From an optimization exercise on the open Yosys and OpenROAD flow, aimed at small area, a short achievable clock period and few clock cycles; shortcuts taken in it are not production practice.
Where RTL was checked, it was by simulation tests only, not by an equivalence proof against the original.
The RTL of run 4 was laid out without a check of its function.
No activity file was given, so power comes from the tool's default toggle rates.

===== flow/config.mk =====
export PLATFORM = sky130hd
export DESIGN_NAME = updi_host
export DESIGN_NICKNAME = updi_host
export VERILOG_FILES = /design/flow/design.v
export SDC_FILE = /design/flow/constraint.sdc
export NUM_CORES = 4
export LEC_CHECK = 0
export ABC_AREA = 1
export CAP_MARGIN = 20
export CORE_MARGIN = 2
export CORE_UTILIZATION = 40
export CTS_CLUSTER_DIAMETER = 100
export CTS_CLUSTER_SIZE = 25
export SETUP_SLACK_MARGIN = 4.0
export SLEW_MARGIN = 20

===== flow/constraint.sdc =====
create_clock -name core_clock -period 8.0 [get_ports {clk}]
set_input_delay 1.6000 -clock core_clock [delete_from_list [all_inputs] [get_ports {clk}]]
set_output_delay 1.6000 -clock core_clock [all_outputs]
set_load 0.01 [all_outputs]

===== flow/design.v =====
module updi_host (
    input  wire        clk,
    input  wire        rst,
    input  wire        cfg_a24,
    input  wire        req_valid,
    output wire        req_ready,
    input  wire [4:0]  req_op,
    input  wire        req_wide,
    input  wire [23:0] req_addr,
    input  wire [15:0] req_data,
    input  wire [16:0] req_len,
    output wire        rsp_valid,
    output wire [2:0]  rsp_kind,
    output wire [2:0]  rsp_stage,
    output wire [2:0]  rsp_cause,
    output wire [15:0] rsp_data,
    output wire [1:0]  life,
    output wire [1:0]  session,
    output wire        desync,
    input  wire        wd_valid,
    output wire        wd_ready,
    input  wire [7:0]  wd_data,
    output wire        rd_valid,
    output wire [7:0]  rd_data,
    output wire        ctl_valid,
    output wire [2:0]  ctl_cmd,
    input  wire        ctl_ready,
    input  wire        ctl_fail,
    output wire        tx_valid,
    output wire [7:0]  tx_data,
    input  wire        tx_ready,
    input  wire        rx_valid,
    input  wire        rx_err,
    input  wire [7:0]  rx_data,
    output wire        rx_ready
);
    localparam [4:0] OP_OPEN   = 5'd0,  OP_CLOSE  = 5'd1,  OP_DBRK   = 5'd2,
                     OP_ISP    = 5'd3,  OP_CDL    = 5'd4,  OP_INIT   = 5'd5,
                     OP_LDCS   = 5'd6,  OP_STCS   = 5'd7,  OP_LOAD   = 5'd8,
                     OP_STORE  = 5'd9,  OP_SETPTR = 5'd10, OP_LDINC  = 5'd11,
                     OP_STINC  = 5'd12, OP_REPEAT = 5'd13, OP_BULK   = 5'd14,
                     OP_KEY    = 5'd15, OP_SIB    = 5'd16;
    localparam [1:0] L_CLOSED = 2'd0, L_OPENED = 2'd1, L_SYNC = 2'd2;
    localparam [1:0] S_UNSYNC = 2'd0, S_SPS = 2'd1, S_VERIFIED = 2'd2;
    localparam [2:0] K_OK = 3'd0, K_TRANSPORT = 3'd1, K_NORESP = 3'd2,
                     K_PROTOCOL = 3'd3, K_INVARG = 3'd4, K_LINKINIT = 3'd5;
    localparam [2:0] G_NONE = 3'd0, G_ARG = 3'd1, G_CONFIGURE = 3'd2,
                     G_SEND = 3'd3, G_RECEIVE = 3'd4, G_ACK = 3'd5,
                     G_CHECK = 3'd6;
    localparam [2:0] C_CLOSE = 3'd0, C_DRAIN = 3'd1, C_CFG_BREAK = 3'd2,
                     C_CFG_OP = 3'd3, C_DELAY = 3'd4;
    localparam [3:0] F_SIB  = 4'd0,  F_ISP1 = 4'd1,  F_ISP2 = 4'd2,
                     F_CDL  = 4'd3,  F_BRK  = 4'd4,
                     F_LDCS = 4'd6,  F_STCS = 4'd7,  F_LOAD = 4'd8,
                     F_STORE = 4'd9, F_PTR  = 4'd10, F_LDI  = 4'd11,
                     F_STI  = 4'd12, F_REP  = 4'd13, F_KEYH = 4'd15;
    localparam [2:0] ST_IDLE = 3'd0, ST_TX = 3'd1, ST_RX = 3'd2,
                     ST_BULK = 3'd3, ST_KEY = 3'd4, ST_KLD = 3'd5,
                     ST_SEQ = 3'd6, ST_CTL = 3'd7;
    localparam [3:0] P_O1 = 4'd0, P_O2 = 4'd1, P_O3 = 4'd2,
                     P_C1 = 4'd3, P_C2 = 4'd4,
                     P_D0 = 4'd5, P_D1 = 4'd6, P_D2 = 4'd7, P_D3 = 4'd8,
                     P_D4 = 4'd9, P_D5 = 4'd10, P_D6 = 4'd11, P_D7 = 4'd12,
                     P_D8 = 4'd13, P_D9 = 4'd14;
    reg [2:0]  st;
    reg [3:0]  pc;
    reg [3:0]  fr;
    reg [2:0]  hidx;
    reg [16:0] cnt;
    reg [1:0]  bph;             
    reg [9:0]  bcc;             
    reg        pend;            
    reg        abort;           
    reg        retry;
    reg        ctl_fail_r;
    reg [2:0]  ctl_cmd_r;
    reg [4:0]  op;
    reg        wide;
    reg        a24;
    reg [23:0] addr;            
    reg [15:0] dat;
    reg [7:0]  ring [0:31];
    reg [4:0]  rp;
    reg [1:0]  life_r, session_r;
    reg        desync_r;
    reg        rsp_r;
    reg [2:0]  ecode;           
    localparam [2:0] E_OK = 3'd0, E_TSEND = 3'd1, E_TCFG = 3'd2, E_NORESP = 3'd3,
                     E_PROTO = 3'd4, E_INVARG = 3'd5, E_LICFG = 3'd6,
                     E_LICHK = 3'd7;
    reg [2:0]  n_st;
    reg [3:0]  n_pc, n_fr;
    reg [2:0]  n_hidx;
    reg [16:0] n_cnt;
    reg [1:0]  n_bph;
    reg [9:0]  n_bcc;
    reg        n_pend, n_abort, n_retry, n_ctl_fail_r;
    reg [2:0]  n_ctl_cmd_r;
    reg [4:0]  n_op;
    reg        n_wide, n_a24;
    reg [23:0] n_addr;
    reg [15:0] n_dat;
    reg [1:0]  n_life_r, n_session_r;
    reg        n_desync_r, n_rsp_r;
    reg [2:0]  n_ecode;
    reg        n_res;               
    reg        f_txc, f_txw, f_srcwd, f_kld, f_rxa, f_rxc, f_rxw;
    reg        f_res;
    reg        f_idle, f_rds, f_ctl;
    reg [7:0]  txb;             
    wire [7:0] asz   = a24 ? 8'h08 : 8'h04;
    wire [7:0] psz   = a24 ? 8'h02 : 8'h01;
    wire [7:0] dsz   = wide ? 8'h01 : 8'h00;
    reg [7:0] opc, b2;
    always @(*) begin
        case (fr)
            F_ISP1:  opc = 8'hC3;
            F_ISP2:  opc = 8'hC2;
            F_CDL:   opc = 8'h80;
            F_LDCS:  opc = {4'h8, addr[3:0]};
            F_STCS:  opc = {4'hC, addr[3:0]};
            F_LOAD:  opc = 8'h00 | asz | dsz;
            F_STORE: opc = 8'h40 | asz | dsz;
            F_PTR:   opc = 8'h68 | psz;
            F_LDI:   opc = 8'h24 | dsz;
            F_STI:   opc = 8'h64 | dsz;
            F_REP:   opc = 8'hA0;
            F_KEYH:  opc = {6'b111000, addr[1:0]};
            default: opc = 8'hE6;                        
        endcase
        case (fr)
            F_ISP1:  b2 = 8'h08;
            F_ISP2:  b2 = 8'h80;
            F_STCS:  b2 = dat[7:0];
            default: b2 = addr[7:0];                     
        endcase
    end
    function [7:0] bulk_byte(input [1:0] ph, input [2:0] ix, input [7:0] lm1);
        begin
            if (ph == 2'd0) begin
                case (ix)
                    3'd1: bulk_byte = 8'hC2;
                    3'd2: bulk_byte = 8'h0E;
                    3'd4: bulk_byte = 8'hA0;
                    3'd5: bulk_byte = lm1;
                    3'd7: bulk_byte = 8'h65;
                    default: bulk_byte = 8'h55;
                endcase
            end else begin
                case (ix[1:0])
                    2'd0: bulk_byte = 8'h55;
                    2'd1: bulk_byte = 8'hC2;
                    default: bulk_byte = 8'h06;
                endcase
            end
        end
    endfunction
    function f_last_of(input [3:0] f, input [2:0] ix, input a, input w);
        begin
            case (f)
                F_BRK:   f_last_of = (ix == 3'd0);
                F_STCS, F_REP, F_ISP1, F_ISP2:
                         f_last_of = (ix == 3'd2);
                F_LOAD, F_PTR:
                         f_last_of = (ix == (a ? 3'd4 : 3'd3));
                F_STORE: f_last_of = (ix == (a ? 3'd4 : 3'd3)) || (ix == (w ? 3'd6 : 3'd5));
                F_STI:   f_last_of = (ix == {2'b01, w});
                default: f_last_of = (ix == 3'd1);
            endcase
        end
    endfunction
    wire st_tx   = (st == ST_TX);
    wire st_bulk = (st == ST_BULK);
    wire st_key  = (st == ST_KEY);
    wire st_rx   = (st == ST_RX);
    wire tx_on   = st_tx | st_bulk | st_key;
    wire f_last    = f_last_of(fr, hidx, a24, wide);
    wire b_reqlast = (bph == 2'd2) & (hidx[1:0] == 2'd2);
    wire b_unb     = (dat[15:10] != 6'd0) | (dat == 16'd0);
    wire b_last    = b_reqlast | (!b_unb & (bcc == 10'd1));
    wire k_last    = (cnt[4:0] == 5'd0);
    wire snd_last  = (st_tx & f_last) | (st_bulk & b_last) | (st_key & k_last);
    assign tx_valid = f_txc | (f_txw & wd_valid);
    assign tx_data  = f_srcwd ? wd_data : txb;
    wire   tx_fire  = tx_valid & tx_ready;
    wire   bc       = (tx_on & pend & rx_valid) | (tx_fire & (abort | rx_valid));
    assign rx_ready = f_rxa | (tx_ready & (f_rxc | (f_rxw & wd_valid)));
    wire   rx_fire  = rx_ready & rx_valid;
    wire k_ld_last  = (cnt[2:0] == 3'd7) & (addr[1:0] == 2'd0 | cnt[3]) &
                      (addr[1:0] != 2'd2 | cnt[4]);
    assign wd_ready = f_kld | (f_txw & tx_ready);
    wire   wd_fire  = wd_ready & wd_valid;
    assign ctl_valid = f_ctl;
    assign ctl_cmd   = ctl_cmd_r;
    wire rx_dat = (fr == F_LDCS) | (fr == F_LOAD) | (fr == F_CDL);
    wire rx_ack = (fr == F_STORE) | (fr == F_PTR) | (fr == F_STI);
    wire rx_str = (fr == F_LDI) | (fr == F_SIB);
    wire cnt1   = (cnt == 17'd1);
    wire ack_fin = (fr == F_PTR) | ((fr == F_STORE) & hidx[2] & (hidx[1] | hidx[0])) |
                   ((fr == F_STI) & cnt1);
    wire is_ack  = (rx_data == 8'h40);
    wire nz      = (rx_data != 8'h00);
    wire y_any   = st_rx & cnt1 & ((rx_dat & (fr != F_CDL)) | rx_str);
    wire y_ack   = st_rx & rx_ack & ack_fin;
    wire y_cdl   = st_rx & cnt1 & (fr == F_CDL) & (op == OP_CDL);
    wire y_fin   = y_any | y_ack | y_cdl;
    wire y_ok    = !rx_err & nz;
    assign rsp_valid = rsp_r;
    assign req_ready = f_idle;
    wire   accept    = req_valid & req_ready;
    reg [2:0] ek, eg;
    always @(*) begin
        case (ecode)
            E_TSEND:  begin ek = K_TRANSPORT; eg = G_SEND;      end
            E_TCFG:   begin ek = K_TRANSPORT; eg = G_CONFIGURE; end
            E_NORESP: begin ek = K_NORESP;    eg = G_RECEIVE;   end
            E_PROTO:  begin ek = K_PROTOCOL;  eg = G_ACK;       end
            E_INVARG: begin ek = K_INVARG;    eg = G_ARG;       end
            E_LICFG:  begin ek = K_LINKINIT;  eg = G_CONFIGURE; end
            E_LICHK:  begin ek = K_LINKINIT;  eg = G_CHECK;     end
            default:  begin ek = K_OK;        eg = G_NONE;      end
        endcase
    end
    assign rsp_kind  = ek;
    assign rsp_stage = eg;
    assign rsp_cause = (ecode == E_LICFG) ? K_TRANSPORT : K_OK;
    assign rsp_data  = dat & {16{f_res}};
    assign rd_valid = f_rds & rx_valid & !rx_err;
    assign rd_data  = rx_data;
    assign life    = life_r;
    assign session = session_r;
    assign desync  = desync_r;
    wire rq_ldi  = (req_op == OP_LDINC) | (req_op == OP_STINC);
    wire rq_rep  = (req_op == OP_REPEAT) | (req_op == OP_BULK);
    wire arg_bad = (req_op > OP_SIB) ||
                   (rq_ldi && (req_len[15:0] == 16'd0 || req_len[16])) ||
                   (rq_rep && (req_len == 17'd0 || req_len > 17'd256)) ||
                   ((req_op == OP_KEY) && (req_len > 17'd2));
    wire closed  = (life_r == L_CLOSED);
    wire       k_load = (st == ST_KLD) & wd_fire;
    wire [4:0] n_rp   = k_load ? 5'd0 : rp + 5'd1 + {4'd0, st_key & bc};
    integer i;
    always @(posedge clk) begin
        ring[0] <= k_load ? wd_data : ring[31];
        for (i = 1; i < 32; i = i + 1)
            ring[i] <= ring[i-1];
        rp <= n_rp;
    end
    wire n_tx_on  = (n_st == ST_TX) | (n_st == ST_BULK) | (n_st == ST_KEY);
    wire n_srcwd  = ((n_st == ST_TX) & (n_fr == F_STI) & n_hidx[1]) |
                    ((n_st == ST_BULK) & (n_bph == 2'd1));
    wire n_kblk   = (n_st == ST_KEY) & n_rp[0];
    wire n_txc    = n_tx_on & !n_pend & !n_srcwd & !n_kblk;
    wire n_txw    = n_tx_on & !n_pend & n_srcwd;
    wire n_strx   = (n_st == ST_RX);
    wire acc_sess = (req_op == OP_ISP) | (req_op == OP_CDL) | (req_op == OP_INIT);
    wire acc_req  = (req_op >= OP_LDCS) & (req_op <= OP_SIB) & !arg_bad;
    wire acc_txon = !closed & (acc_sess | (acc_req & (req_op != OP_KEY)));
    wire acc_kld  = !closed & acc_req & (req_op == OP_KEY);
    wire acc_idle = !acc_txon & !acc_kld & (req_op > OP_DBRK);
    wire n_rxstr  = (n_fr == F_LDI) | (n_fr == F_SIB);
    wire [7:0] n_kbyte = ring[{rp[4:1], 1'b1}];
    reg  [7:0] n_byte;
    always @(*) begin
        case (n_st)
            ST_KEY:  n_byte = n_kbyte;
            ST_BULK: n_byte = bulk_byte(n_bph, n_hidx, addr[7:0]);
            default: case (n_hidx)
                         3'd0: n_byte = (n_fr == F_BRK) ? 8'h00 : 8'h55;
                         3'd1: n_byte = opc;
                         3'd2: n_byte = b2;
                         3'd3: n_byte = addr[15:8];
                         3'd4: n_byte = addr[23:16];
                         3'd5: n_byte = dat[7:0];
                         default: n_byte = dat[15:8];
                     endcase
        endcase
    end
    always @(posedge clk) begin
        txb      <= acc ? 8'h55   : n_byte;
        f_txc    <= acc ? acc_txon : n_txc;
        f_txw    <= !acc & n_txw;
        f_srcwd  <= !acc & n_srcwd;
        f_kld    <= acc ? acc_kld : (n_st == ST_KLD) & ((n_rp == 5'd0) | (n_cnt[4:0] == 5'd0));
        f_rxa    <= !acc & (n_strx | (n_tx_on & !n_abort & n_pend));
        f_rxc    <= acc ? acc_txon : n_txc & !n_abort;
        f_rxw    <= !acc & n_txw & !n_abort;
        f_idle   <= acc ? acc_idle : (n_st == ST_IDLE);
        f_res    <= !acc & n_res;
        f_rds    <= !acc & n_strx & n_rxstr;
        f_ctl    <= !acc & (n_st == ST_CTL);
    end
    always @(posedge clk) begin
        st <= m_st; pc <= m_pc; fr <= m_fr; hidx <= m_hidx; cnt <= m_cnt;
        bph <= m_bph; bcc <= m_bcc; pend <= m_pend; abort <= m_abort;
        retry <= m_retry; ctl_fail_r <= m_ctl_fail_r;
        ctl_cmd_r <= m_ctl_cmd_r; op <= m_op; wide <= m_wide; a24 <= m_a24;
        addr <= m_addr; dat <= m_dat; life_r <= m_life_r; session_r <= m_session_r;
        desync_r <= m_desync_r; rsp_r <= m_rsp_r; ecode <= m_ecode;
    end
    task automatic fail(input [2:0] e);
        begin
            n_rsp_r = 1'b1;
            n_ecode = e;
            if (op != OP_OPEN && op != OP_DBRK)
                n_desync_r = 1'b1;
            n_st = ST_IDLE;
        end
    endtask
    task automatic done_ok;
        begin
            n_rsp_r = 1'b1;
            n_st    = ST_IDLE;
        end
    endtask
    task automatic ctl(input [2:0] c, input [3:0] next);
        begin
            n_ctl_cmd_r = c; n_st = ST_CTL; n_pc = next;
        end
    endtask
    task automatic send(input [3:0] f);
        begin
            n_fr = f; n_hidx = 3'd0; n_st = ST_TX;
        end
    endtask
    task automatic cdl_miss;
        begin
            if (op == OP_CDL)
                done_ok;
            else if (!retry) begin
                n_retry = 1'b1; n_st = ST_SEQ; n_pc = P_D0;
            end else
                fail(E_LICHK);
        end
    endtask
    always @(*) begin
        n_st = st;
        n_pc = pc;
        n_fr = fr;
        n_hidx = hidx;
        n_cnt = cnt;
        n_bph = bph;
        n_bcc = bcc;
        n_pend = pend;
        n_abort = abort;
        n_retry = retry;
        n_ctl_fail_r = ctl_fail_r;
        n_ctl_cmd_r = ctl_cmd_r;
        n_op = op;
        n_wide = wide;
        n_a24 = a24;
        n_addr = addr;
        n_dat = dat;
        n_life_r = life_r;
        n_session_r = session_r;
        n_desync_r = desync_r;
        n_rsp_r = rsp_r;
        n_ecode = ecode;
        n_res = 1'b0;
        if (rst) begin
            n_st        = ST_IDLE;
            n_life_r    = L_CLOSED;
            n_session_r = S_UNSYNC;
            n_desync_r  = 1'b0;
            n_rsp_r     = 1'b0;
            n_ecode     = E_OK;
            n_pend      = 1'b0;
            n_abort     = 1'b0;
        end else begin
            n_rsp_r = 1'b0;
            if (bc) n_pend = 1'b0;
            else if (tx_fire) n_pend = 1'b1;
            if (bc & snd_last) n_abort = 1'b0;
            else if (tx_on & rx_fire & rx_err) n_abort = 1'b1;
            case (st)
            ST_TX: if (bc) begin
                if (!f_last) n_hidx = hidx + 3'd1;
                else begin
                    case (fr)
                        F_STCS, F_REP: done_ok;
                        F_ISP1: begin
                            n_session_r = S_SPS;
                            send(F_ISP2);
                        end
                        F_ISP2: if (op == OP_ISP) done_ok;
                                else send(F_CDL);
                        F_BRK:  n_st = ST_SEQ;
                        F_KEYH: n_st = ST_KEY;
                        F_LDI:  n_st = ST_RX;
                        F_SIB:  begin n_cnt = 17'd32; n_st = ST_RX; end
                        F_LOAD: begin n_cnt = wide ? 17'd2 : 17'd1; n_st = ST_RX; n_dat = 16'd0; end
                        F_LDCS: begin n_cnt = 17'd1; n_st = ST_RX; n_dat = 16'd0; end
                        F_CDL:  begin n_cnt = 17'd1; n_st = ST_RX; end
                        default: n_st = ST_RX;                
                    endcase
                end
            end
            ST_BULK: if (bc) begin
                n_bcc  = b_last ? dat[9:0] : bcc - 10'd1;
                n_hidx = hidx + 3'd1;
                case (bph)
                    2'd0: if (hidx == 3'd7) n_bph = 2'd1;
                    2'd1: begin
                        n_cnt = cnt - 17'd1;
                        if (cnt1) begin n_bph = 2'd2; n_hidx = 3'd0; end
                    end
                    default: if (b_reqlast) done_ok;
                endcase
            end
            ST_KEY: if (bc) begin
                n_cnt = cnt - 17'd1;
                if (k_last) done_ok;
            end
            ST_KLD: if (wd_fire) begin
                if (k_ld_last) send(F_KEYH);
                else n_cnt = cnt + 17'd1;
            end
            ST_RX: if (rx_valid) begin
                if (y_fin) begin
                    n_rsp_r = 1'b1;
                    n_st    = ST_IDLE;
                    n_res   = rx_dat;
                    if (rx_err) begin
                        n_ecode = (fr == F_CDL) ? E_OK : E_NORESP;
                        n_desync_r = 1'b1;
                    end else if (rx_ack & !is_ack) begin
                        n_ecode = E_PROTO;
                        n_desync_r = 1'b1;
                    end
                    if (fr == F_CDL) begin
                        n_dat = {15'd0, y_ok};
                        if (y_ok) n_session_r = S_VERIFIED;
                    end else
                        n_dat = {dat[7:0], rx_data};
                end else if (rx_err) begin
                    if (fr == F_CDL) begin
                        n_desync_r = 1'b1;
                        cdl_miss;
                    end else
                        fail(E_NORESP);
                end else if (rx_ack) begin
                    if (!is_ack)
                        fail(E_PROTO);
                    else if (ack_fin)
                        done_ok;
                    else if (fr == F_STORE) begin
                        n_hidx = 3'd5; n_st = ST_TX;
                    end else begin
                        n_cnt = cnt - 17'd1; n_hidx = 3'd2; n_st = ST_TX;
                    end
                end else begin
                    n_dat  = {dat[7:0], rx_data};
                    n_cnt  = cnt - 17'd1;
                    if (cnt1) begin
                        if (fr != F_CDL)
                            done_ok;
                        else if (nz) begin
                            n_session_r = S_VERIFIED;
                            done_ok;
                        end else
                            cdl_miss;
                    end
                end
            end
            ST_CTL: if (ctl_ready) begin
                n_ctl_fail_r = ctl_fail;
                n_st = ST_SEQ;
            end
            ST_SEQ: begin
                case (pc)
                    P_O1: begin
                        if (!closed) ctl(C_CLOSE, P_O2); else n_pc = P_O2;
                        n_life_r = L_CLOSED;
                    end
                    P_O2: ctl(C_CFG_OP, P_O3);
                    P_O3: if (ctl_fail_r) fail((op == OP_INIT && retry) ? E_LICFG : E_TCFG);
                          else begin
                              ctl(C_DRAIN, P_D0);
                              n_life_r = L_OPENED; n_session_r = S_UNSYNC;
                          end
                    P_C1: if (!closed) ctl(C_CLOSE, P_C2); else n_pc = P_C2;
                    P_C2: begin
                        n_life_r = L_CLOSED; n_session_r = S_UNSYNC; n_desync_r = 1'b0;
                        done_ok;
                    end
                    P_D0: begin
                        if (!closed) ctl(C_CLOSE, P_D1); else n_pc = P_D1;
                        n_life_r = L_CLOSED;
                    end
                    P_D1: ctl(C_CFG_BREAK, P_D2);
                    P_D2: if (ctl_fail_r) fail((op == OP_INIT && retry) ? E_LICFG : E_TCFG);
                          else begin
                              ctl(C_DRAIN, P_D3);
                              n_life_r = L_OPENED; n_session_r = S_UNSYNC;
                          end
                    P_D3: begin send(F_BRK); n_pc = P_D4; end
                    P_D4: ctl(C_DELAY, P_D5);
                    P_D5: begin send(F_BRK); n_pc = P_D6; end
                    P_D6: begin ctl(C_CLOSE, P_D7); n_life_r = L_CLOSED; end
                    P_D7: ctl(C_CFG_OP, P_D8);
                    P_D8: if (ctl_fail_r) fail((op == OP_INIT && retry) ? E_LICFG : E_TCFG);
                          else begin
                              n_life_r = L_SYNC; n_session_r = S_UNSYNC; n_desync_r = 1'b0;
                              ctl(C_DRAIN, P_D9);
                          end
                    P_D9: if (op == OP_INIT) send(F_ISP1); else done_ok;
                    default: done_ok;
                endcase
            end
            default: ;
            endcase
        end
    end
    reg [2:0] m_st;
    reg [3:0] m_pc;
    reg [3:0] m_fr;
    reg [2:0] m_hidx;
    reg [16:0] m_cnt;
    reg [1:0] m_bph;
    reg [9:0] m_bcc;
    reg  m_pend;
    reg  m_abort;
    reg  m_retry;
    reg  m_ctl_fail_r;
    reg [2:0] m_ctl_cmd_r;
    reg [4:0] m_op;
    reg  m_wide;
    reg  m_a24;
    reg [23:0] m_addr;
    reg [15:0] m_dat;
    reg [1:0] m_life_r;
    reg [1:0] m_session_r;
    reg  m_desync_r;
    reg  m_rsp_r;
    reg [2:0] m_ecode;
    wire acc = accept & !rst;
    always @(*) begin
        m_st = n_st;
        m_pc = n_pc;
        m_fr = n_fr;
        m_hidx = n_hidx;
        m_cnt = n_cnt;
        m_bph = n_bph;
        m_bcc = n_bcc;
        m_pend = n_pend;
        m_abort = n_abort;
        m_retry = n_retry;
        m_ctl_fail_r = n_ctl_fail_r;
        m_ctl_cmd_r = n_ctl_cmd_r;
        m_op = n_op;
        m_wide = n_wide;
        m_a24 = n_a24;
        m_addr = n_addr;
        m_dat = n_dat;
        m_life_r = n_life_r;
        m_session_r = n_session_r;
        m_desync_r = n_desync_r;
        m_rsp_r = n_rsp_r;
        m_ecode = n_ecode;
        if (acc) begin
            m_op       = req_op;
            m_wide     = req_wide;
            m_a24      = cfg_a24;
            m_addr     = req_addr;
            if (req_op == OP_REPEAT || req_op == OP_BULK)
                m_addr[7:0] = req_len[7:0] - 8'd1;
            if (req_op == OP_KEY)
                m_addr[7:0] = req_len[7:0];
            m_dat      = req_data;
            m_retry    = 1'b0;
            m_pend     = 1'b0;
            m_abort    = 1'b0;
            m_ecode    = E_OK;
            m_hidx     = 3'd0;
            m_fr       = req_op[3:0];
            case (req_op)
                OP_LDINC: m_cnt = req_wide ? {req_len[15:0], 1'b0} : {1'b0, req_len[15:0]};
                OP_STINC: m_cnt = {1'b0, req_len[15:0]};
                OP_BULK:  m_cnt = {7'd0, req_len[8:0], 1'b0};
                default:  m_cnt = 17'd0;
            endcase
            m_bph = 2'd0;
            m_bcc = (req_data != 16'd0 && req_data < 16'd10) ? 10'd6 : req_data[9:0];
            case (req_op)
                OP_OPEN:  begin m_st = ST_SEQ; m_pc = P_O1; end
                OP_CLOSE: begin m_st = ST_SEQ; m_pc = P_C1; end
                OP_DBRK:  begin m_st = ST_SEQ; m_pc = P_D0; end
                OP_ISP, OP_INIT: begin
                    if (closed) begin
                        m_rsp_r = 1'b1; m_ecode = E_TSEND;
                        m_st = ST_IDLE;
                    end else begin
                        m_fr = F_ISP1; m_st = ST_TX;
                    end
                end
                OP_CDL: begin
                    if (closed) begin
                        m_rsp_r = 1'b1; m_st = ST_IDLE;
                    end else begin
                        m_fr = F_CDL; m_st = ST_TX;
                    end
                end
                default: begin
                    if (arg_bad) begin
                        m_rsp_r = 1'b1; m_ecode = E_INVARG;
                        m_st = ST_IDLE;
                    end else if (closed) begin
                        m_rsp_r = 1'b1; m_ecode = E_TSEND;
                        m_st = ST_IDLE;
                    end else if (req_op == OP_KEY)
                        m_st = ST_KLD;
                    else if (req_op == OP_BULK)
                        m_st = ST_BULK;
                    else
                        m_st = ST_TX;
                end
            endcase
        end
    end
endmodule

===== flow/flow/run.sh =====
#!/bin/bash
set -o pipefail
export BUFFER_PORTS_ARGS="-buffer_cell sky130_fd_sc_hd__buf_1"
bash standard.sh > standard.log 2>&1

===== flow/standard.sh =====
#!/bin/bash
# synth_recipe.tcl (not shown) runs the flow's synth.tcl, then flattens the netlist and writes it again
# the make line also repeats each setting of config.mk as NAME=value (left out here)
make -C /OpenROAD-flow-scripts/flow DESIGN_CONFIG=/design/flow/config.mk WORK_HOME=/design/flow/orfs CLKGATE_MAP_FILE= SYNTH_SCRIPT=/design/flow/synth_recipe.tcl "${@:-finish}"

==> results.txt, run 1 <==
outcome=timing/DRC/antenna clean; Adder-Cell Fraction of Synth Area=between 1 and 1.5%; r2r endpoint=txb[1]; TritonCTS clock tree=yes; Port Buffers=roughly 140; Clock Skew=30.0 ps; RePlAce Congestion=0.970; maximum VDD drop=0.155 mV; Worst path most repeated cell=buf_1; Seq/Total Area, Yosys=50.1%; Via-to-Cell Ratio=5.41; total gr overflow=0; commonest cells after routing, fill and taps aside=nand2_1, dfxtp_1, inv_1; DP Wirelength=between 40,000 and 50,000 um; RSZ-0062 raised after global routing=false; post-synthesis mux area share=less than 1%; Power per Cell Area=234 nW/um^2; per-cell routed wire length=roughly 20 um; Final setup violation count=0; worst reg2reg path depth=18; Sink Count=between 300 and 400; Logic pwr share=~25%; Worst-path clk slew=100 ps; largest net degree at the start of global routing=59; maximum root-to-sink buffer count=3; CP delay by family, top=buffers and inverters; Hold WC Path Type=flop to flop; die area=44,000 um^2; Post-Synthesis Cell Area=17,000 um^2; Post-synth ARST share=0%; required time worst endpoint=about 6400 ps; worst-margin pin slew=895 ps; critical path's largest stage delay=480 ps; worst relative slew slack=39.9%; Hold Path End=ring[29][6]; CP Capture Type=primary output; Residual DRC=0; diode count=0; Hold-fix buffers, CTS=0; CP Data Arrival Time=2330 ps; min-delay src=ring[28][6]; footprint of the multi-input gates=a little over 7000 um^2; clock latency at the later pin of the worst-skew pair=570 ps; Clock power frac=26.1%; largest family of logic cells by synthesized area=simple AND/OR/NAND/NOR gates; worst slack, placed=3520 ps; initial antenna violation count=0; ys flop type=dfxtp_1; switching part of the total=34.1%; number of synthesized flops with an enable pin=76; CTS buffer count=20; FF+latch count, synth=386; first-pass GRT wire length=82,400 um; Worst setup startpoint=rx_err; P_leak=7.76 nW; vias in the first global route=14.3k; critical path's slowest cell=buf_1; Total GRT Usage=between 20% and 30%; Die X=210 um; CP max FO=8; FF/Latch Area=8490 um^2; Mean Syn Cell Area=8.11 um^2; CTS root buf=clkbuf_16; Peak Freq=approximately 250 MHz; Worst Hold Path Cells=0; Filler cells=4,294; Layout area overhead=9.59%; Initial DRT Pass Iterations=6; max_cap viols=0; Sw Pwr=1.48 mW; clock period minus worst slack=3930 ps; Synth Area in Compound Gates=13.1%; # H-tree levels=1; Post-Synth Simple-Gate Area=25.6%; worst setup margin=4070 ps; initial core utilization=around two fifths; Core Box Area=between 40,000 and 50,000 um^2; library cells used by synthesis=just over 60; FF-to-FF Start=st[0]; WP buf/inv=2; setup TNS=0 ps; worst reg2reg setup slack=4380 ps; setup bufs post-CTS=0; Setup Crit Path Kind=input pin to primary output; Routed WL=about 54,000 um; Seq pwr share=~49%; Final Hold Fails=0; crit path launch type=input pin; # rows=75; post_cts resized=0; CP Cell Sequence=buf_1, nor2_1, buf_1; fin. max-slew vios=0; Routed Antenna Nets=0; Internal=2.87 mW; Post-Synth XOR/XNOR Area=1.24%; share of layout cells above drive strength 1=6.75%; crit share post-route=49.2%; Vert. Die Dim=around 210 um; initial drt markers=1,322; Crit path depth=3; cell count after synthesis=2,091; commonest non-fill, non-tap cell in the layout=nand2_1; Nets=approximately 2.3k; vias post-DR=14.9k; I/O Pins=145; Yosys warnings=2
-- metal layers --
metal	vias to the layer above	routed length (um)	global-route usage, %
li1	7232	-	-
met1	7123	24000	31.8
met2	480	26000	42.0
met3	83	2690	2.18
met4	0	1580	6.99
met5	-	0	0
-- per-stage QoR --
stage	cells	util (%)	instance area, um^2	total power, mW	hold WS (ps)
floorplan	2092	-	17000	2.85	310
global placement	2729	42.8	17900	3.26	311
detailed placement	2730	42.9	17900	3.25	312
CTS	2759	44.3	18500	4.37	324
global route	2760	44.4	18600	4.56	331
finish	2760	44.4	18600	4.35	323
-- final cells by class --
cell class / count / share of cell area [%]
flip-flops and latches: 386 / 45.7
well taps: 539 / 3.63
inverters: 290 / 5.89
repair buffers: 153 / 3.35
multi-input cells: 1363 / 38.2
clock inverters: 5 / 0.438
clock buffers: 24 / 2.78
-- cell families after synthesis --
logic type	Yosys count
simple gates	953
flops	386
compound gates	360
buf+inv	344
xor+xnor	24
fa+ha+maj	14
mux	9
other cells	1
-- cell usage after synthesis (11+ instances only) --
library cell / number / area [um^2]
nand2_1: 394 / 1480
dfxtp_1: 310 / 6210
inv_1: 261 / 980
nor2_1: 239 / 897
nand3_1: 136 / 681
o21ai_0: 126 / 631
edfxtp_1: 76 / 2280
a21oi_1: 75 / 375
nand4_1: 54 / 338
nor3_1: 34 / 170
nand2_2: 26 / 163
clkbuf_1: 25 / 93.8
xor2_1: 23 / 201
inv_2: 22 / 82.6
o22ai_1: 22 / 138
o211ai_1: 18 / 135
nor4_1: 17 / 106
a22oi_1: 15 / 113
ha_1: 14 / 175
buf_4: 13 / 97.6
a221oi_1: 12 / 105
o21ai_1: 12 / 60.1
a22o_1: 11 / 96.3
nor2_2: 11 / 68.8
o31ai_1: 11 / 82.6
o32ai_1: 11 / 96.3
-- flip-flops by register name (all words and copies together) (netlist names), 2 cells and up --
| register | cells |
|---|---|
| pc | 4 |
| ctl_cmd_r | 3 |
| st | 3 |
| ecode | 3 |
| bcc | 10 |
| ring | 256 |
| dat | 16 |
| cnt | 17 |
| txb | 8 |
| bph | 2 |
| session_r | 2 |
| fr | 4 |
| addr | 24 |
| op | 5 |
| hidx | 3 |
| rp | 5 |
| life_r | 2 |
-- power groups by stage --
stage,combinational (mW),sequential (mW),clock (mW)
finish,1.09,2.13,1.13
global route,1.20,2.13,1.22
CTS,1.08,2.13,1.16
detailed placement,1.08,2.17,0
global placement,1.08,2.17,0
floorplan,0.720,2.13,0
-- how the worst max path moves through the flow --
stage / endpoint / slack [ps]
detailed placement: txb[2] / 3520
floorplan: dat[0] / 4030
global route: txb[4] / 4020
global placement: txb[2] / 3590
finish: rd_valid / 4070
CTS: txb[2] / 4060
Testbench counts, summed over its fixed seeds: cycles 23,533.
==> run 2: changes to the inputs <==
--- a/flow/config.mk
+++ b/flow/config.mk
@@ -13,3 +13,3 @@
 export CTS_CLUSTER_SIZE = 25
-export SETUP_SLACK_MARGIN = 4.0
+export SETUP_SLACK_MARGIN = 4.6
 export SLEW_MARGIN = 20
==> run 2 against run 1 <==
Against the previous run: cell count grew 1.7%; flip-flop and latch count did not move; highest routed layer is now met5; design area rose by 6.2%; critical endpoint is now rx_ready; largest cell class unchanged; largest power group unchanged; non-clock buffer count is 39 higher; critical path type unchanged; global-route usage increased by 1.2 points; core utilization increased by 2.7 points; sequential share of layout area is 2.6 points lower; register-to-register slack better by 230 ps.
==> results.txt, run 2 <==
outcome=timing/DRC/antenna clean (unchanged); # H-tree levels=1 (unchanged); required time worst endpoint=6400 ps (about the same); critical path's slowest cell=buf_6 (was buf_1); worst setup margin=4250 ps (was 4070 ps); CTS root buf=clkbuf_16 (unchanged); Yosys warnings=2 (unchanged); Hold WS=310 ps (was 323 ps); Hold WC Path Type=flop to flop (unchanged); Port Buffers=142 (unchanged); Residual DRC=0 (unchanged); diode count=0 (unchanged); share of layout cells above drive strength 1=13.0% (was 6.75%); TritonCTS clock tree=yes (unchanged); Total GRT Usage=25.2% (was 24.1%); clock period minus worst slack=3750 ps (was 3930 ps); cell with the most instances after synthesis=nand2_1 (unchanged); Filler cells=4,201 (was 4,294); WP buf/inv=3 (was 2); Vert. Die Dim=210 um (unchanged); Power per Cell Area=229 nW/um^2 (was 234 nW/um^2); Worst setup startpoint=wd_valid (was rx_err); top cell type by total area after synthesis=dfxtp_1 (unchanged); Seq/Total Area, Yosys=50.1% (unchanged); Top Registers=ring (256), addr (24), cnt (17) (unchanged); first-pass GRT wire length=85,600 um (was 82,400 um); Post-Synth XOR/XNOR Area=1.24% (unchanged); FF+latch count, synth=386 (unchanged); Synth top cells by count=nand2_1, dfxtp_1, inv_1, nor2_1, nand3_1 (unchanged); Final setup violation count=0 (unchanged); # rows=75 (unchanged); Final Hold Fails=0 (unchanged); CP Capture Type=primary output (unchanged); worst reg2reg setup slack=4610 ps (was 4380 ps); cell count after synthesis=2,091 (unchanged); FF-to-FF Start=fr[3] (was st[0]); CP Data Arrival Time=2150 ps (was 2330 ps); largest net degree at the start of global routing=45 (was 59); max FFs per register=256 (unchanged); Clock Skew=34.0 ps (was 30.0 ps); RSZ-0062 raised after global routing=true (was false); die area=44,000 um^2 (unchanged); Via-to-Cell Ratio=5.43 (was 5.41); vias in the first global route=14.7k (was 14.3k); CP delay by family, top=buffers and inverters (unchanged); max_cap viols=0 (unchanged); Biggest register=ring (unchanged); I/O Pins=145 (unchanged); Mean Syn Cell Area=8.11 um^2 (unchanged); fin. max-slew vios=0 (unchanged); vias post-DR=15.2k (was 14.9k); Die X=210 um (unchanged); Finished Core Util=47.1% (was 44.4%); maximum VDD drop=0.198 mV (was 0.155 mV); CTS buffer count=21 (was 20); per-cell routed wire length=20.6 um (was 19.7 um); Sink Count=386 (unchanged); initial core utilization=40.5% (unchanged); total gr overflow=0 (unchanged); CP max FO=2 (was 8); initial drt markers=1,372 (was 1,322); Worst-path clk slew=100 ps (about the same); Peak Freq=267 MHz (was 254 MHz); DP Wirelength=43,200 um (was 42,000 um); Initial DRT Pass Iterations=5 (was 6); critical path's largest stage delay=130 ps (was 480 ps); worst relative slew slack=31.5% (was 39.9%); Worst path most repeated cell=nor2_1 (was buf_1); Post-Synth Simple-Gate Area=25.6% (unchanged); Routed Antenna Nets=0 (unchanged); library cells used by synthesis=61 (unchanged); RePlAce Congestion=0.992 (was 0.970); Layout area overhead=16.3% (was 9.59%); min-delay src=ring[24][6] (was ring[28][6]); Post-synth ARST share=0% (unchanged); CP Cell Sequence=buf_8, a21oi_2, nor2_1, nor2_1, inv_1, buf_6 (was buf_1, nor2_1, buf_1); Post-Synthesis Cell Area=17,000 um^2 (unchanged); initial antenna violation count=1 (was 0); Area contributors post-synth=dfxtp_1, edfxtp_1, nand2_1 (unchanged); P_leak=8.31 nW (was 7.76 nW); Setup Crit Path Kind=input pin to primary output (unchanged); post-synthesis mux area share=0.591% (unchanged); Routed WL=57,700 um (was 54,200 um); maximum root-to-sink buffer count=3 (unchanged); number of synthesized flops with an enable pin=76 (unchanged); crit path launch type=input pin (unchanged); crit share post-route=46.8% (was 49.2%); Synth Area in Compound Gates=13.1% (unchanged); worst slack, placed=3360 ps (was 3520 ps); Nets=2,362 (was 2,317); largest family of logic cells by synthesized area=simple AND/OR/NAND/NOR gates (unchanged); clock latency at the later pin of the worst-skew pair=570 ps (about the same); Synth top area share=36.6% (unchanged); commonest cells after routing, fill and taps aside=nand2_1, dfxtp_1, inv_1 (unchanged); ys flop type=dfxtp_1 (unchanged); Core Box Area=41,900 um^2 (unchanged); setup TNS=0 ps (unchanged); Adder-Cell Fraction of Synth Area=1.03% (unchanged); worst-margin pin slew=1000 ps (was 895 ps); Tot Pwr=4.52 mW (was 4.35 mW); commonest non-fill, non-tap cell in the layout=nand2_1 (unchanged)
run 2: changes by cell type in the layout (fill, tap and decap cells not counted), sizes merged:
cell    before  now
nor2       258  259
inv        286  289
bufinv       1    2
buf        153  190
clkbuf      24   25
o211a        1    2
clkinv       8    7
nand2      431  434
run 2: layout make-up:
class / instances / area, um^2 / area share (%)
inverters: 290 / 1100 / 5.57
flip-flops and latches: 386 / 8490 / 43.1
well taps: 539 / 674 / 3.42
clock inverters: 8 / 125 / 0.635
clock buffers: 23 / 554 / 2.81
multi-input cells: 1368 / 7500 / 38.1
repair buffers: 192 / 1270 / 6.45
run 2: stage by stage:
stage,instance area [um^2],cells
after detailed placement,18000,2729
after floorplan,17000,2092
after global placement,18000,2728
after global routing,19700,2806
after CTS,19200,2782
final,19700,2806
run 2: layer usage:
metal	vias to the layer above	share of wire, %	track usage (%)
li1	7332	-	-
met1	7234	43	33.1
met2	550	47	41.7
met3	123	6.0	3.95
met4	2	4.1	10.1
met5	-	0.029	0
run 2: final timing paths:
kind                  to  depth (start not counted)
max             rx_ready                          6
min          ring[25][6]                          0
max reg2reg        f_kld                         22
min reg2reg  ring[25][6]                          0
run 2: cells by family after synthesis:
group | count (synthesis)
mux | 9
xor+xnor | 24
simple gates | 953
buf+inv | 344
flops | 386
compound gates | 360
other cells | 1
fa+ha+maj | 14
run 2: timing repair:
action / 4_1_cts / 5_1_grt
hold buffers: 0 / 0
pin swaps: 11 / 15
buffers inserted: 20 / 20
endpoints found under the setup margin: 90 / 66
resized for setup: 106 / 90
cloned: 2 / 4
run 2: power by group:
| group | switching [mW] | internal [mW] | total [mW] | leakage (nW) |
|---|---|---|---|---|
| combinational | 0.787 | 0.368 | 1.16 | 4.74 |
| sequential | 0.0803 | 2.05 | 2.13 | 3.24 |
| clock | 0.668 | 0.567 | 1.24 | 0.338 |
| total | 1.54 | 2.98 | 4.52 | 8.31 |
run 2: worst register-to-register path, delay by kind of cell (launching register included):
family | cells | cell delay (ps)
and+or+nand+nor | 16 | 1930
AOI/OAI and AO/OA | 2 | 170
buffers and inverters | 4 | 520
DFF | 1 | 710
==> run 3: changes to the inputs <==
--- a/flow/config.mk
+++ b/flow/config.mk
@@ -13,3 +13,3 @@
 export CTS_CLUSTER_SIZE = 25
-export SETUP_SLACK_MARGIN = 4.6
+export SETUP_SLACK_MARGIN = 4.3
 export SLEW_MARGIN = 20
==> run 3 against run 2 <==
Against the previous run: critical path depth stayed put; die area stayed put; cell count is 0.78% lower; largest power group unchanged; largest cell class unchanged; still clean; synthesized cell count stayed put; area after synthesis stayed put; combinational power hardly changed; via count is 0.83% lower; design area is 3.3% lower; global-route usage is 0.58 points lower; highest routed layer is now met4; first-iteration DRC count is 11% lower; non-clock buffer count is 20 lower; setup slack worse by 2.7 ps.
==> results.txt, run 3 <==
CTS root buf=clkbuf_16 (unchanged); Post-Synth XOR/XNOR Area=1.24% (unchanged); clock latency at the later pin of the worst-skew pair=590 ps (was 570 ps); largest net degree at the start of global routing=47 (was 45); Setup Crit Path Kind=input pin to primary output (unchanged); Routed Antenna Nets=0 (unchanged); maximum VDD drop=0.148 mV (was 0.198 mV); largest family of logic cells by synthesized area=simple AND/OR/NAND/NOR gates (unchanged); RSZ-0062 raised after global routing=true (unchanged); vias in the first global route=14.4k (was 14.7k); Sink Count=386 (unchanged); FF-to-FF Start=cnt[1] (was fr[3]); Placed Area=18,000 um^2 (about the same); P_leak=7.97 nW (was 8.31 nW); outcome=timing/DRC/antenna clean (unchanged); ys flop type=dfxtp_1 (unchanged); crit share post-route=46.9% (was 46.8%); Synth top area share=36.6% (unchanged); diode count=0 (unchanged); fin. max-slew vios=0 (unchanged); Seq/Total Area, Yosys=50.1% (unchanged); initial antenna violation count=0 (was 1); CP max FO=2 (unchanged); crit path launch type=input pin (unchanged); total gr overflow=0 (unchanged); Biggest register=ring (unchanged); I/O Pins=145 (unchanged); commonest non-fill, non-tap cell in the layout=nand2_1 (unchanged); DP Wirelength=42,700 um (was 43,200 um); Total GRT Usage=24.6% (was 25.2%); CP Capture Type=primary output (unchanged); r2r endpoint=f_kld (unchanged); Clock Skew=38.9 ps (was 34.0 ps); global routing's busiest layer=met2 (unchanged); Final Hold Fails=0 (unchanged); setup TNS=0 ps (unchanged); worst reg2reg setup slack=4480 ps (was 4610 ps); Layout area overhead=12.5% (was 16.3%); Die X=210 um (unchanged); # H-tree levels=1 (unchanged); worst reg2reg path depth=24 (was 22); maximum root-to-sink buffer count=3 (unchanged); footprint of the multi-input gates=7350 um^2 (was 7500 um^2); Nets=2,340 (was 2,362); commonest cells after routing, fill and taps aside=nand2_1, dfxtp_1, inv_1 (unchanged); required time worst endpoint=6400 ps (about the same); number of synthesized flops with an enable pin=76 (unchanged); Vert. Die Dim=210 um (unchanged); RePlAce Congestion=1.01 (was 0.992); Final setup violation count=0 (unchanged); first-pass GRT wire length=83,800 um (was 85,600 um); Area contributors post-synth=dfxtp_1, edfxtp_1, nand2_1 (unchanged); Post-Synth Simple-Gate Area=25.6% (unchanged); Via-to-Cell Ratio=5.43 (about the same); post-synthesis mux area share=0.591% (unchanged); # rows=75 (unchanged); Post-Synthesis Cell Area=17,000 um^2 (unchanged); max_cap viols=0 (unchanged); placed cell count=2,732 (was 2,729); vias post-DR=15.1k (was 15.2k); top cell type by total area after synthesis=dfxtp_1 (unchanged); Hold WC Path Type=flop to flop (unchanged); Yosys warnings=2 (unchanged); Post-synth ARST share=0% (unchanged); Filler cells=4,262 (was 4,201); Synth top cells by count=nand2_1, dfxtp_1, inv_1, nor2_1, nand3_1 (unchanged); Residual DRC=0 (unchanged); Routed WL=55,800 um (was 57,700 um); Peak Freq=267 MHz (about the same); Power per Cell Area=232 nW/um^2 (was 229 nW/um^2); M3 GR Usage=3.38% (was 3.95%); FF+latch count, synth=386 (unchanged); non-filler cells, final=2,784 (was 2,806); Initial DRT Pass Iterations=6 (was 5); per-cell routed wire length=20.0 um (was 20.6 um); Worst Hold Path Cells=0 (unchanged); worst relative slew slack=40.2% (was 31.5%); Port Buffers=142 (unchanged); Adder-Cell Fraction of Synth Area=1.03% (unchanged); library cells used by synthesis=61 (unchanged); Synth Area in Compound Gates=13.1% (unchanged); cell with the most instances after synthesis=nand2_1 (unchanged); Core Box Area=41,900 um^2 (unchanged); Top Registers=ring (256), addr (24), cnt (17) (unchanged); die area=44,000 um^2 (unchanged); cell count after synthesis=2,091 (unchanged); clock period minus worst slack=3750 ps (about the same); Finished Cell Area=19,100 um^2 (was 19,700 um^2); CP Data Arrival Time=2150 ps (about the same); initial core utilization=40.5% (unchanged); Hold Path End=ring[1][2] (was ring[25][6]); CTS buffer count=21 (unchanged); grt met2 use=42.0% (was 41.7%); worst-margin pin slew=889 ps (was 1000 ps); TritonCTS clock tree=yes (unchanged); max FFs per register=256 (unchanged); Mean Syn Cell Area=8.11 um^2 (unchanged); initial drt markers=1,217 (was 1,372); share of layout cells above drive strength 1=9.80% (was 13.0%); Finished Core Util=45.6% (was 47.1%); FF/Latch Area=8490 um^2 (about the same); M1 GR Usage=32.1% (was 33.1%); Worst-path clk slew=90 ps (was 100 ps); min-delay src=ring[0][2] (was ring[24][6])
## run 3: cell counts after synthesis
No cell type changed its count.
## run 3: metal layers
layer	routed length [um]	vias up
met1	23500	7184
li1	-	7289
met2	26700	542
met4	2070	0
met3	3530	99
met5	0	-
## run 3: cells by family (layout without fill, tap and decap cells)
family	after synthesis	count (layout)
flip-flops	386	386
adder cells (fa/ha/maj)	14	14
AO/OA/AOI/OAI	360	360
XOR/XNOR	24	24
multiplexers	9	9
AND/OR/NAND/NOR	953	957
buffers and inverters	344	493
other	1	2
## run 3: worst max-delay path, cell delays in order
cell and delay (ps):
buf_6 100, a21oi_2 100, nor2_1 50, nor2_1 100, inv_2 70, buf_6 120
## run 3: through the flow
stage,worst slack [ps],power (mW),hold slack (ps)
after floorplan,4320,2.85,310
after global placement,3360,3.27,310
after detailed placement,3260,3.26,312
after CTS,4230,4.43,310
after global routing,4140,4.64,327
final,4250,4.43,306
## run 3: final cells by class
cell class | count | area share (%)
multi-input cells | 1366 | 38.6
clock inverters | 6 | 0.420
flip-flops and latches | 386 | 44.5
inverters | 290 | 5.77
repair buffers | 172 | 4.34
well taps | 539 | 3.54
clock buffers | 25 | 2.83
## run 3: power by group
| part | total (mW) | switching, mW | internal [mW] |
|---|---|---|---|
| sequential | 2.12 | 0.0751 | 2.05 |
| combinational | 1.13 | 0.782 | 0.353 |
| clock | 1.17 | 0.664 | 0.504 |
## run 3: repair_timing
action / CTS / global route
setup endpoints to repair: 57 / 69
gates resized for setup: 30 / 60
pin swaps: 2 / 12
cloned: 0 / 4
hold buffers: 0 / 0
buffers inserted: 2 / 15
## run 3: how the worst max path moves through the flow
stage | slack, ps | cells after the start | startpoint | end
finish | 4250 | 6 | wd_valid | rx_ready
global route | 4140 | 18 | tx_ready | f_kld
CTS | 4230 | 6 | wd_valid | rx_ready
detailed placement | 3260 | 7 | rst | dat[11]
global placement | 3360 | 7 | rst | dat[11]
floorplan | 4320 | 4 | rst | a24
==> run 4: changes to the inputs <==
--- a/flow/design.v
+++ b/flow/design.v
@@ -107,3 +107,3 @@
     reg        f_txc, f_txw, f_srcwd, f_kld, f_rxa, f_rxc, f_rxw;
-    reg        f_res;
+    reg        f_res, f_yd, f_ydd, f_xtxv, f_xpend, f_xabort;
     reg        f_idle, f_rds, f_ctl;
@@ -207,4 +207,8 @@
     wire y_ok    = !rx_err & nz;
-    assign rsp_valid = rsp_r;
-    assign req_ready = f_idle;
+    wire tx_fin  = (f_xpend & rx_valid) | (f_xabort & tx_ready) |
+                   (f_xtxv & tx_ready & rx_valid);
+    wire fast    = tx_fin | (f_yd & rx_valid);
+    wire d_err   = f_yd & rx_err;
+    assign rsp_valid = rsp_r | fast;
+    assign req_ready = f_idle | fast;
     wire   accept    = req_valid & req_ready;
@@ -223,6 +227,6 @@
     end
-    assign rsp_kind  = ek;
-    assign rsp_stage = eg;
+    assign rsp_kind  = ek | {1'b0, d_err, 1'b0};          
+    assign rsp_stage = eg | {d_err, 2'b00};               
     assign rsp_cause = (ecode == E_LICFG) ? K_TRANSPORT : K_OK;
-    assign rsp_data  = dat & {16{f_res}};
+    assign rsp_data  = f_ydd ? {dat[7:0], rx_data} : (dat & {16{f_res}});
     assign rd_valid = f_rds & rx_valid & !rx_err;
@@ -231,3 +235,3 @@
     assign session = session_r;
-    assign desync  = desync_r;
+    assign desync  = desync_r | d_err;
     wire rq_ldi  = (req_op == OP_LDINC) | (req_op == OP_STINC);
@@ -255,2 +259,11 @@
     wire n_strx   = (n_st == ST_RX);
+    wire n_cnt1   = (n_cnt == 17'd1);
+    wire n_kblk2  = (n_st == ST_KEY) & n_rp[0];
+    wire n_reqlast = ((n_st == ST_TX) & f_last_of(n_fr, n_hidx, n_a24, n_wide) &
+                      ((n_fr == F_STCS) | (n_fr == F_REP) |
+                       ((n_fr == F_ISP2) & (n_op == OP_ISP)))) |
+                     ((n_st == ST_BULK) & (n_bph == 2'd2) & (n_hidx[1:0] == 2'd2)) |
+                     ((n_st == ST_KEY) & (n_cnt[4:0] == 5'd0));
+    wire n_ydd    = n_strx & n_cnt1 & ((n_fr == F_LDCS) | (n_fr == F_LOAD));
+    wire n_yd     = n_ydd | (n_strx & n_cnt1 & ((n_fr == F_LDI) | (n_fr == F_SIB)));
     wire acc_sess = (req_op == OP_ISP) | (req_op == OP_CDL) | (req_op == OP_INIT);
@@ -289,2 +302,7 @@
         f_res    <= !acc & n_res;
+        f_yd     <= !acc & n_yd;
+        f_ydd    <= !acc & n_ydd;
+        f_xtxv   <= !acc & n_reqlast & !n_pend & !n_kblk2;
+        f_xpend  <= !acc & n_reqlast & n_pend;
+        f_xabort <= !acc & n_reqlast & !n_pend & !n_kblk2 & n_abort;
         f_rds    <= !acc & n_strx & n_rxstr;
@@ -379,3 +397,3 @@
                     case (fr)
-                        F_STCS, F_REP: done_ok;
+                        F_STCS, F_REP: n_st = ST_IDLE;      
                         F_ISP1: begin
@@ -384,3 +402,3 @@
                         end
-                        F_ISP2: if (op == OP_ISP) done_ok;
+                        F_ISP2: if (op == OP_ISP) n_st = ST_IDLE;
                                 else send(F_CDL);
@@ -406,3 +424,3 @@
                     end
-                    default: if (b_reqlast) done_ok;
+                    default: if (b_reqlast) n_st = ST_IDLE;
                 endcase
@@ -411,3 +429,3 @@
                 n_cnt = cnt - 17'd1;
-                if (k_last) done_ok;
+                if (k_last) n_st = ST_IDLE;
             end
@@ -418,3 +436,6 @@
             ST_RX: if (rx_valid) begin
-                if (y_fin) begin
+                if (y_any) begin
+                    n_st = ST_IDLE;
+                    if (rx_err) n_desync_r = 1'b1;
+                end else if (y_fin) begin
                     n_rsp_r = 1'b1;
==> run 4 against run 3 <==
Against the previous run: still clean on timing, DRC and antenna; global-route usage increased by 0.95 points; routed wire length increased by 6.0%; hold slack improved by 25 ps; sequential power increased by 4%; count of clock-buffer cells in the layout decreased by 2; cell count increased by 5.7%; flip-flop and latch count increased by 5; register-to-register slack improved by 30 ps; critical path type unchanged; critical endpoint is now req_ready; largest cell class unchanged; highest routed layer unchanged.
==> results.txt, run 4 <==
outcome=timing/DRC/antenna clean (unchanged); TritonCTS clock tree=yes (unchanged); FF+latch count, synth=391 (was 386); die area=45,200 um^2 (was 44,000 um^2); ys flop type=dfxtp_1 (unchanged); Finished Core Util=46.4% (was 45.6%); Clock Skew=15.3 ps (was 38.9 ps); Power per Cell Area=239 nW/um^2 (was 232 nW/um^2); Yosys warnings=2 (unchanged); Post-Synthesis Cell Area=17,400 um^2 (was 17,000 um^2); Vert. Die Dim=213 um (was 210 um); CP Capture Type=primary output (unchanged); Biggest register=ring (unchanged); number of synthesized flops with an enable pin=64 (was 76); fin. max-slew vios=0 (unchanged); Hold-fix buffers, CTS=0 (unchanged); CTS buffer count=20 (was 21); Port Buffers=142 (unchanged); Peak Freq=244 MHz (was 267 MHz); initial drt markers=1,645 (was 1,217); Top Registers=ring (256), addr (24), cnt (17) (unchanged); vias post-DR=16.2k (was 15.1k); Routed Antenna Nets=0 (unchanged); Placed Area=18,500 um^2 (was 18,000 um^2); Tot Pwr=4.77 mW (was 4.43 mW); Finished Cell Area=19,900 um^2 (was 19,100 um^2); Worst-path clk slew=90 ps (about the same); CTS root buf=clkbuf_16 (unchanged); Setup Crit Path Kind=input pin to primary output (unchanged); crit path launch type=input pin (unchanged); initial antenna violation count=0 (unchanged); Total GRT Usage=25.6% (was 24.6%); worst-margin pin slew=1180 ps (was 889 ps); clock period minus worst slack=4090 ps (was 3750 ps); CP max FO=2 (unchanged); RSZ-0062 raised after global routing=true (unchanged); Synth top area share=37.6% (was 36.6%); commonest non-fill, non-tap cell in the layout=nand2_1 (unchanged); Die X=213 um (was 210 um); library cells used by synthesis=66 (was 61); Final Hold Fails=0 (unchanged); required time worst endpoint=6400 ps (about the same); first-pass GRT wire length=88,500 um (was 83,800 um); maximum VDD drop=0.181 mV (was 0.148 mV); RePlAce Congestion=0.971 (was 1.01); initial core utilization=40.5% (about the same); maximum root-to-sink buffer count=3 (unchanged); Post-synth ARST share=0% (unchanged); cell with the most instances after synthesis=nand2_1 (unchanged); max FFs per register=256 (unchanged); worst relative slew slack=21.1% (was 40.2%); DP Wirelength=44,000 um (was 42,700 um); Hold WC Path Type=flop to flop (unchanged); clock latency at the later pin of the worst-skew pair=550 ps (was 590 ps); crit share post-route=51.2% (was 46.9%); share of layout cells above drive strength 1=12.7% (was 9.80%); setup TNS=0 ps (unchanged); per-cell routed wire length=20.1 um (was 20.0 um); commonest cells after routing, fill and taps aside=nand2_1, dfxtp_1, nor2_1 (was nand2_1, dfxtp_1, inv_1); top cell type by total area after synthesis=dfxtp_1 (unchanged); Core Box Area=43,000 um^2 (was 41,900 um^2); vias in the first global route=15.1k (was 14.4k); Nets=2,456 (was 2,340); Hold WS=332 ps (was 306 ps); Final setup violation count=0 (unchanged); diode count=0 (unchanged); CP Data Arrival Time=2490 ps (was 2150 ps); # rows=76 (was 75); Seq/Total Area, Yosys=48.7% (was 50.1%); Sink Count=391 (was 386); max_cap viols=0 (unchanged); # H-tree levels=1 (unchanged); largest net degree at the start of global routing=46 (was 47); Initial DRT Pass Iterations=6 (unchanged); P_leak=8.29 nW (was 7.97 nW); Routed WL=59,100 um (was 55,800 um); Area contributors post-synth=dfxtp_1, edfxtp_1, nand2_1 (unchanged); I/O Pins=145 (unchanged); Layout area overhead=14.7% (was 12.5%); total gr overflow=0 (unchanged); Via-to-Cell Ratio=5.50 (was 5.43); Mean Syn Cell Area=7.93 um^2 (was 8.11 um^2); Residual DRC=0 (unchanged); Synth top cells by count=nand2_1, dfxtp_1, nor2_1, inv_1, o21ai_0 (was nand2_1, dfxtp_1, inv_1, nor2_1, nand3_1); cell count after synthesis=2,194 (was 2,091)
## run 4: changes by cell type after synthesis, sizes merged, moves of 11 or more
cell    change
o21ai      +63
nand2      +34
inv        -26
dfxtp      +17
nand4      -16
edfxtp     -12
nor4       +11
## run 4: critical path, stage by stage
cell	delay, ps
buf_8	90
a211o_1	240
a22o_1	190
or2_4	240
buf_6	120
## run 4: logic make-up after synthesis
family,after synthesis,share of synthesized area [%]
simple gates,992,25.6
buf+inv,326,7.53
compound gates,441,15.6
other cells,1,0.0216
mux,8,0.518
fa+ha+maj,14,1.01
flops,391,48.7
xor+xnor,21,1.06
## run 4: cell type report
type,count,area (um^2)
Timing Repair inverter,3,17.5
Clock inverter,5,47.5
Timing Repair Buffer,195,1150
Sequential cell,391,8470
Multi-Input combinational cell,1480,7980
Fill cell,4390,23000
Tap cell,585,732
Inverter,262,1020
Clock buffer,23,533
## run 4: final timing paths
check	start	end	slack [ps]	depth (start not counted)
setup reg to reg	fr[2]	txb[4]	4510	23
hold reg to reg	ring[18][3]	ring[19][3]	330	0
setup / recovery	tx_ready	req_ready	3910	5
hold / removal	ring[18][3]	ring[19][3]	330	0
## run 4: timing repair
item / CTS / global route
setup buffers: 19 / 17
setup endpoints to repair: 77 / 52
pin swaps: 13 / 28
cloned: 3 / 4
resized for setup: 77 / 110
## run 4: per-stage QoR
step | std cells | setup WS, ps
finish | 2944 | 3910
global route | 2944 | 3880
CTS | 2923 | 3900
detailed placement | 2873 | 3040
global placement | 2873 | 3020
floorplan | 2195 | 4140
## run 4: power breakdown
part,switching [mW],total [mW],internal [mW],leakage (nW)
sequential,0.120,2.20,2.08,3.26
combinational,0.981,1.44,0.463,4.75
clock,0.638,1.12,0.487,0.285
## run 4: routing by layer
layer | wire length, um | track usage (%) | share of wire (%)
met4 | 2220 | 10.3 | 3.8
met2 | 28500 | 43.7 | 48
met3 | 3620 | 2.88 | 6.1
met1 | 24800 | 33.0 | 42
met5 | 0 | 0 | 0

-- static timing again, ports no longer ideal --
The results above use ideal ports. As a check the final layouts listed here were re-extracted and re-timed, cells and wires unchanged.
Step 1 sets driving cells, clkbuf_16 on the clock port and buf_2 on the other inputs (assumed; they add their load-dependent delay and slew).
Step 2 moves the port delays by t, midway between the first and last clock arrival at a register: inputs arrive t later, outputs are due t later. That takes back most of the time a late clock gives input paths.
Three values: ideal, step 1, step 2; two values: the first two.
| run | shift t [ns] | setup slack, ns | worst setup path at the end | slew at the worst register clock pin (ns) | worst data-port slew with drivers (ns) |
|---|---|---|---|---|---|
| run 1 | 0.609 | 4.067 / 4.044 / 3.585 | input to register | 0.10 / 0.10 | 0.08 |
| run 2 | 0.613 | 4.254 / 4.188 / 3.791 | input to register | 0.10 / 0.10 | 0.09 |
| run 3 | 0.623 | 4.251 / 4.183 / 3.684 | input to register | 0.10 / 0.10 | 0.09 |
| run 4 | 0.601 | 3.907 / 3.854 / 3.702 | input to register | 0.11 / 0.11 | 0.07 |
After both steps every run listed still meets setup and hold. For run 3, which loses most, drivers alone change the setup slack by -0.068 ns; drivers and shift together by -0.567 ns.
